Background: an optimization exercise with open tools, aiming at small area. Do not read the settings as production practice. Function was checked by simulation only, so behaviour that the tests miss may differ from the original.

// gyp_corr
module gyp_corr #(
    parameter NCH = 8
) (
    input  wire                 clk,
    input  wire                 rst,
    input  wire                 s_valid,
    input  wire [7:0]           s_i,
    input  wire [7:0]           s_q,
    input  wire                 cmd_valid,
    input  wire [2:0]           cmd_ch,
    input  wire [1:0]           cmd_op,
    input  wire [31:0]          cmd_data,
    output wire [NCH-1:0]       d_valid,
    output wire [NCH*24-1:0]    d_ie,
    output wire [NCH*24-1:0]    d_qe,
    output wire [NCH*24-1:0]    d_ip,
    output wire [NCH*24-1:0]    d_qp,
    output wire [NCH*24-1:0]    d_il,
    output wire [NCH*24-1:0]    d_ql
);
Size: roughly 13000 cells after synthesis, about 2600 flip-flops, ~1200 I/O pins.
==> flow/config.mk <==
export PLATFORM = sky130hd
export DESIGN_NAME = gyp_corr
export DESIGN_NICKNAME = gyp_corr
export VERILOG_FILES = /design/flow/design.v
export SDC_FILE = /design/flow/constraint.sdc
export NUM_CORES = 8
export LEC_CHECK = 0
export CAP_MARGIN = 20
export CORE_MARGIN = 2
export CORE_UTILIZATION = 50
export SLEW_MARGIN = 20
==> flow/constraint.sdc <==
create_clock -name core_clock -period 16.0 [get_ports {clk}]
set_input_delay 3.2000 -clock core_clock [delete_from_list [all_inputs] [get_ports {clk}]]
set_output_delay 3.2000 -clock core_clock [all_outputs]
set_load 0.01 [all_outputs]
standard.sh (not shown) runs the stock make flow with config.mk's settings and CLKGATE_MAP_FILE= SYNTH_SCRIPT=/design/flow/synth_recipe.tcl, a recipe that flattens the netlist after the stock synthesis.
==> flow/flow/run.sh <==
#!/bin/bash
# The standard ORFS layout (the standard.sh) with three changes:
#  - synthesis skips the generic ABC pass inside Yosys's synth (SYNTH_ARGS=-noabc), so the
#    explicit adders reach extract_fa as written; the registers are the same as the
#    standard synthesis's;
#  - ports are buffered with sky130_fd_sc_hd__buf_1 instead of the default delay buffer;
#  - the clock tree uses clkbuf_4 cells in small clusters and no dummy loads;
#  - after global routing, gates off the critical paths are downsized (RECOVER_POWER=100).
# Each tool's full output is in standard.log (and ORFS's per-step logs under orfs/logs).
set -euo pipefail
export SYNTH_ARGS="-noabc"
export BUFFER_PORTS_ARGS="-buffer_cell sky130_fd_sc_hd__buf_1"
export RECOVER_POWER=100
export CTS_ARGS="-sink_clustering_enable -repair_clock_nets -dont_use_dummy_load -buf_list sky130_fd_sc_hd__clkbuf_4 -sink_clustering_size 8 -sink_clustering_max_diameter 40"
bash standard.sh finish > standard.log 2>&1
The starting point finished but fails on capacitance limit, slew limit.
Edit:
==> flow/run.sh (new file) <==
#!/bin/bash
# synth_recipe.tcl (not shown) runs the flow's synth.tcl, then flattens the netlist and writes it again
# the make line also repeats each setting of config.mk as NAME=value (left out here)
make -C /OpenROAD-flow-scripts/flow DESIGN_CONFIG=/design/flow/config.mk WORK_HOME=/design/flow/orfs CLKGATE_MAP_FILE= SYNTH_SCRIPT=/design/flow/synth_recipe.tcl finish
- CTS_BUF_LIST: default -> sky130_fd_sc_hd__clkbuf_4
- CTS_CLUSTER_DIAMETER: default -> 40
- CTS_CLUSTER_SIZE: default -> 8
removed: flow/flow/run.sh
removed: flow/standard.sh
=> The changed run produced a clean layout. Maximum frequency grows by 14%. Utilization grows by 3.7 points. Global-route usage grows by 1.4 points. Hold slack loses 33 ps. Setup slack gains 1700 ps. Non-clock buffer count shrinks by 9. Routed wire length grows by 5.4%. Die area grows by 1.8%. Synthesized cell count grows by 13%. Cell count grows by 11%.
Edit:
==> flow/flow/run.sh (new file) <==
#!/bin/bash
# The standard ORFS layout (the standard.sh) with three changes:
#  - synthesis skips the generic ABC pass inside Yosys's synth (SYNTH_ARGS=-noabc), so the
#    explicit adders reach extract_fa as written; the registers are the same as the
#    standard synthesis's;
#  - ports are buffered with sky130_fd_sc_hd__buf_1 instead of the default delay buffer;
#  - the clock tree uses clkbuf_4 cells in small clusters and no dummy loads.
# Each tool's full output is in standard.log (and ORFS's per-step logs under orfs/logs).
set -euo pipefail
export SYNTH_ARGS="-noabc"
export BUFFER_PORTS_ARGS="-buffer_cell sky130_fd_sc_hd__buf_1"
export CTS_ARGS="-sink_clustering_enable -repair_clock_nets -dont_use_dummy_load -buf_list sky130_fd_sc_hd__clkbuf_4 -sink_clustering_size 8 -sink_clustering_max_diameter 40"
bash standard.sh finish > standard.log 2>&1
==> flow/standard.sh (new file) <==
#!/bin/bash
# synth_recipe.tcl (not shown) runs the flow's synth.tcl, then flattens the netlist and writes it again
# the make line also repeats each setting of config.mk as NAME=value (left out here)
make -C /OpenROAD-flow-scripts/flow DESIGN_CONFIG=/design/flow/config.mk WORK_HOME=/design/flow/orfs CLKGATE_MAP_FILE= SYNTH_SCRIPT=/design/flow/synth_recipe.tcl "${@:-finish}"
- CTS_BUF_LIST: sky130_fd_sc_hd__clkbuf_4 -> default
- CTS_CLUSTER_DIAMETER: 40 -> default
- CTS_CLUSTER_SIZE: 8 -> default
removed: flow/run.sh
=> Die area falls slightly; cell count falls by roughly a tenth; sequential cell count is unchanged; register-to-register slack is better by 210 ps; via count falls by a few percent; utilization falls by 3.6 points; routed wire length falls by a few percent; clock-buffer cell count falls by 142; critical path depth falls by 1; setup slack is better by 210 ps.

gyp_corr, a different RTL version from the one above (not shown whole).
Size in the first run: roughly 2700 flip-flops, roughly 1200 I/O pins, roughly 160000 um^2 of cells after synthesis.
Settings: LEC_CHECK=0, CAP_MARGIN=20, CORE_MARGIN=2, CORE_UTILIZATION=50, SLEW_MARGIN=20; clock period 16.0 ns.
run.sh (not shown) runs the stock make flow with config.mk's settings and CLKGATE_MAP_FILE= SYNTH_SCRIPT=/design/flow/synth_recipe.tcl, a recipe that flattens the netlist after the stock synthesis.
Stock flow here: none of the scripts above is used.
==> next run, changes <==
==> flow/flow/run.sh (new file) <==
#!/bin/bash
# The standard ORFS layout (the standard.sh) with three changes:
#  - synthesis skips the generic ABC pass inside Yosys's synth (SYNTH_ARGS=-noabc), so the
#    explicit adders reach extract_fa as written; the registers are the same as the
#    standard synthesis's;
#  - ports are buffered with sky130_fd_sc_hd__buf_1 instead of the default delay buffer;
#  - the clock tree uses clkbuf_4 cells in small clusters and no dummy loads.
# Each tool's full output is in standard.log (and ORFS's per-step logs under orfs/logs).
set -euo pipefail
export SYNTH_ARGS="-noabc"
export BUFFER_PORTS_ARGS="-buffer_cell sky130_fd_sc_hd__buf_1"
export CTS_ARGS="-sink_clustering_enable -repair_clock_nets -dont_use_dummy_load -buf_list sky130_fd_sc_hd__clkbuf_4 -sink_clustering_size 8 -sink_clustering_max_diameter 40"
bash standard.sh finish > standard.log 2>&1
==> flow/standard.sh (new file) <==
#!/bin/bash
# synth_recipe.tcl (not shown) runs the flow's synth.tcl, then flattens the netlist and writes it again
# the make line also repeats each setting of config.mk as NAME=value (left out here)
make -C /OpenROAD-flow-scripts/flow DESIGN_CONFIG=/design/flow/config.mk WORK_HOME=/design/flow/orfs CLKGATE_MAP_FILE= SYNTH_SCRIPT=/design/flow/synth_recipe.tcl "${@:-finish}"
removed: flow/run.sh
=> Area after synthesis went down by 0.71%. Utilization goes down by 4.3 points. Wire length goes down by 1.6%.

## separate check: timing with driven ports
No port has a modelled driver above. Below, the same layouts with a new extraction and two added sets of constraints.
Step 1 (the two cells are an assumption about what drives the block):
set clk [get_ports {clk}]
set_driving_cell -lib_cell sky130_fd_sc_hd__clkbuf_16 $clk
set_driving_cell -lib_cell sky130_fd_sc_hd__buf_2 [delete_from_list [all_inputs] $clk]
Step 2, shift: input delay + t, output delay - t, t = (earliest + latest rising clock arrival at the registers) / 2. This alone moves slack from input paths to output paths.
Slacks: no drivers / after step 1 / after step 2; pairs: no drivers / after step 1.
run | t, ns | setup slack, ns | worst setup path at the end | latest minus earliest clock arrival (ns)
the first run of note 1 | 1.450 | 1.782 / 1.782 / 1.782 | register to register | 0.238 / 0.238
the second run of note 1 | 1.536 | 3.495 / 3.495 / 2.416 | input to register | 0.263 / 0.264
the third run of note 1 | 1.444 | 3.708 / 3.708 / 3.708 | register to register | 0.232 / 0.232
the first run of note 2 | 1.019 | 3.631 / 3.631 / 2.718 | input to register | 0.063 / 0.063
the second run of note 2 | 1.545 | 3.745 / 3.745 / 3.745 | register to register | 0.194 / 0.194
For the second run of note 1, which loses most, drivers alone change the setup slack by 0.000 ns; drivers and shift together by -1.079 ns.
